This design comes from an exercise in tuning for small area, a short achievable clock period and few clock cycles per item on the open sky130 flow, not from production work.
At most, simulation tests tie the RTL to the original design; equivalence was not proved.
No activity file was given, so power comes from the tool's default toggle rates.

==> yarrow: inputs <==
Design bidc_decoder, start of the top module:
module bidc_decoder (
    input  wire         clk,
    input  wire         rst,
    input  wire         in_valid,
    output wire         in_ready,
    input  wire [7:0]   in_len,
    input  wire [119:0] in_hex,
    output reg          out_valid,
    input  wire         out_ready,
    output wire [2:0]   out_status,
    output wire [11:0]  out_einfo,
    output wire [9:0]   out_cc,
    output wire [3:0]   out_tag,
    output wire [29:0]  out_mmsi,
    output wire [55:0]  out_text,
    output wire [2:0]   out_text_len,
    output wire [7:0]   out_sbn_char,
    output wire [44:0]  out_data,
    output wire [19:0]  out_serial,
    output wire [23:0]  out_addr,
    output wire [9:0]   out_cert,
    output wire [3:0]   out_btype,
    output wire [5:0]   out_num,
    output wire [1:0]   out_aux,
    output wire         out_has_cert,
    output wire         out_has_mmsi,
    output wire [1:0]   out_layout,
    output wire [11:0]  out_tac,
    output wire [11:0]  out_nrls
);
export LEC_CHECK = 0
export CAP_MARGIN = 20
export CORE_MARGIN = 2
export CORE_UTILIZATION = 30
export SLEW_MARGIN = 20
create_clock -name core_clock -period 15.0 [get_ports {clk}]
standard.sh (not shown) runs the stock make flow with config.mk's settings and CLKGATE_MAP_FILE= SYNTH_SCRIPT=/design/flow/synth_recipe.tcl, a recipe that flattens the netlist after the stock synthesis.
==> flow/flow/run.sh <==
#!/bin/bash
# Own layout flow: the standard flow (standard synthesis and ORFS steps) with
#  - port buffers of the plain buf_1 cell instead of the delay cell ORFS picks, and
#  - timing repair aiming at a setup slack of SETUP_SLACK_MARGIN ns.
# Each tool's full output goes to the ORFS logs under orfs/logs; make's own output
# goes to standard.log here.
set -euo pipefail
MARGIN=$(cat flow/margin.txt 2>/dev/null || echo 8)
bash standard.sh \
  "BUFFER_PORTS_ARGS=-buffer_cell sky130_fd_sc_hd__buf_1" \
  "SETUP_SLACK_MARGIN=$MARGIN" \
  finish > standard.log 2>&1
==> flow/flow/margin.txt <==
8
==> cedar (differences from yarrow) <==
--- a/flow/design.v
+++ b/flow/design.v
@@ -155,16 +155,13 @@
             bidc_baudot_isdig d (.code(c[g]), .isdig(dv[g]));
         end
     endgenerate
     wire alldig = &dv;
     wire [6:0] sp;
-    generate
-        for (g = 0; g < 3; g = g + 1) begin : spg
-            assign sp[g] = u_seru ? (fb[18 + 6*g +: 6] == 6'h24) :
-                           l_sst5 ? (fb[15 + 5*g +: 5] == 5'h04) : (c[g] == 6'h24);
-        end
-    endgenerate
+    assign sp[0] = (a[0] == 6'h24);
+    assign sp[1] = (a[1] == 6'h24);
+    assign sp[2] = (a[2] == 6'h24);
     assign sp[3] = (c[3] == 6'h24);
     assign sp[4] = am ? (c[4] == 6'h24) : (bd[0] == 4'hA);
     assign sp[5] = am ? (c[5] == 6'h24) : (bd[1] == 4'hA);
     assign sp[6] = u_avu ? (c[6] == 6'h24) : u_mau ? 1'b1 : (bd[2] == 4'hA);
     wire trim = !m3;
==> flow/flow/margin.txt (replaced) <==
7.5
==> notes <==
- Critical path depth is the same in cedar and yarrow.
- Against yarrow, the worst hold slack of cedar is higher by 0.032 ns.
- In flip-flop and latch count, cedar and yarrow do not differ.
- Between yarrow and cedar, the lower die area is in yarrow (gap about 0.75%, measured against cedar).
- In cedar the register-to-register slack is higher than in yarrow, by 0.08 ns.
- Worst setup slack: cedar is worse than yarrow (0.23 ns).
- Against yarrow, the fmax of cedar is smaller by about 3%.
- Of cedar and yarrow, yarrow has the higher synthesized cell count (gap about 0.37%, measured against yarrow).
==> figures <==
quantity                                                                     yarrow                    cedar
Proportion of power drawn by flip-flops and latches                           0.207                    0.229
Termination of the worst setup path                             r_sfx[17]$_DFFE_PN_      r_sfx[19]$_DFFE_PN_
Final-layout non-clock buffer area share                                     0.1104                  0.08569
Overall power after layout                                                 2.259 mW                 2.086 mW
Antenna diode count                                                               0                        3
Slowest stage delay, CP                                                     0.57 ns                  0.48 ns
Post-detailed-placement half-perimeter wirelength                     67150 microns            67440 microns
First-pass GRT wire length                                           129800 microns           129200 microns
Design internal power                                                      1.133 mW                 1.038 mW
Area overhead of the layout relative to synthesis                            20.14%                   14.84%
Syn_area_per_cell                                                       7.069 sq um              7.149 sq um
Violation count after the first detailed-routing iteration                     3047                     2828
Share of post-route cells with drive strength above 1                        0.1137                  0.06986
Number of signal-net inverters in the final layout                              148                      161
Result of the run                                           complete, no violations  complete, no violations
Max frequency                                                            0.1408 GHz               0.1364 GHz
Sequential power                                                           0.467 mW                 0.479 mW
Synth Area in Compound Gates                                                 0.3262                   0.3185
Testbench counts of cedar, summed over its fixed seeds: cycles 16,008, items 16,000.
No functional check of the RTL was part of yarrow.


==> ember <==
Another version of the RTL of bidc_decoder (not shown whole).
export LEC_CHECK = 0
export CAP_MARGIN = 20
export CORE_MARGIN = 2
export CORE_UTILIZATION = 30
export SLEW_MARGIN = 20
create_clock -name core_clock -period 15.0 [get_ports {clk}]
==> flow/flow/margin.txt <==
8
Scripts as last shown in full above: flow/flow/run.sh
==> xenon (differences from ember) <==
==> flow/run.sh (new file) <==
#!/bin/bash
# synth_recipe.tcl (not shown) runs the flow's synth.tcl, then flattens the netlist and writes it again
# the make line also repeats each setting of config.mk as NAME=value (left out here)
make -C /OpenROAD-flow-scripts/flow DESIGN_CONFIG=/design/flow/config.mk WORK_HOME=/design/flow/orfs CLKGATE_MAP_FILE= SYNTH_SCRIPT=/design/flow/synth_recipe.tcl finish
removed: flow/flow/run.sh
removed: flow/flow/margin.txt
removed: flow/standard.sh
==> maple (differences from ember) <==
==> flow/run.sh (new file) <==
#!/bin/bash
# synth_recipe.tcl (not shown) runs the flow's synth.tcl, then flattens the netlist and writes it again
# the make line also repeats each setting of config.mk as NAME=value (left out here)
make -C /OpenROAD-flow-scripts/flow DESIGN_CONFIG=/design/flow/config.mk WORK_HOME=/design/flow/orfs CLKGATE_MAP_FILE= SYNTH_SCRIPT=/design/flow/synth_recipe.tcl finish
Settings changed: SETUP_SLACK_MARGIN set to 5.
removed: flow/flow/run.sh
removed: flow/flow/margin.txt
removed: flow/standard.sh
==> notes.md <==
xenon finished with timing, DRC and antenna clean. ember finished clean. maple finished with timing, DRC and antenna clean. In clock-buffer cell count, xenon and maple do not differ. Against xenon, the clock power of ember is lower by about 12%. Cell area: ember > maple > xenon. Against ember, the critical path depth of maple is higher by 1. Power: ember > maple > xenon.
Function was not checked in any run of this note: the RTL went through the layout flow alone.

## port drivers added, routing unchanged
The flow's constraints put no driver on any port. The routed layouts listed below were extracted and timed again, unchanged, in two steps. Step 1 sets driving cells, clkbuf_16 on the clock port and buf_2 on the other inputs (assumed; they add their load-dependent delay and slew). Step 2, shift: input delay + t, output delay - t, t = (earliest + latest rising clock arrival at the registers) / 2. This alone moves slack from input paths to output paths. a / b / c = ideal ports / drivers / drivers and shift; a / b = the first two.
run | shift t [ns] | slack for setup (ns) | hold slack, ns | worst data-port slew with drivers (ns)
yarrow | 0.423 | 7.898 / 7.907 / 7.484 | 0.992 / 0.992 / 0.992 | 0.07
cedar | 0.428 | 7.669 / 7.678 / 7.272 | 1.024 / 1.024 / 1.024 | 0.11
ember | 0.378 | 6.565 / 6.515 / 6.893 | 0.658 / 0.658 / 0.658 | 0.07
xenon | 0.396 | 4.810 / 4.760 / 5.156 | 0.895 / 0.895 / 0.895 | 0.06
maple | 0.396 | 5.445 / 5.395 / 5.790 | 0.901 / 0.901 / 0.901 | 0.07
After both steps every run listed still meets setup and hold. For yarrow, which loses most, drivers alone change the setup slack by +0.009 ns; drivers and shift together by -0.414 ns.
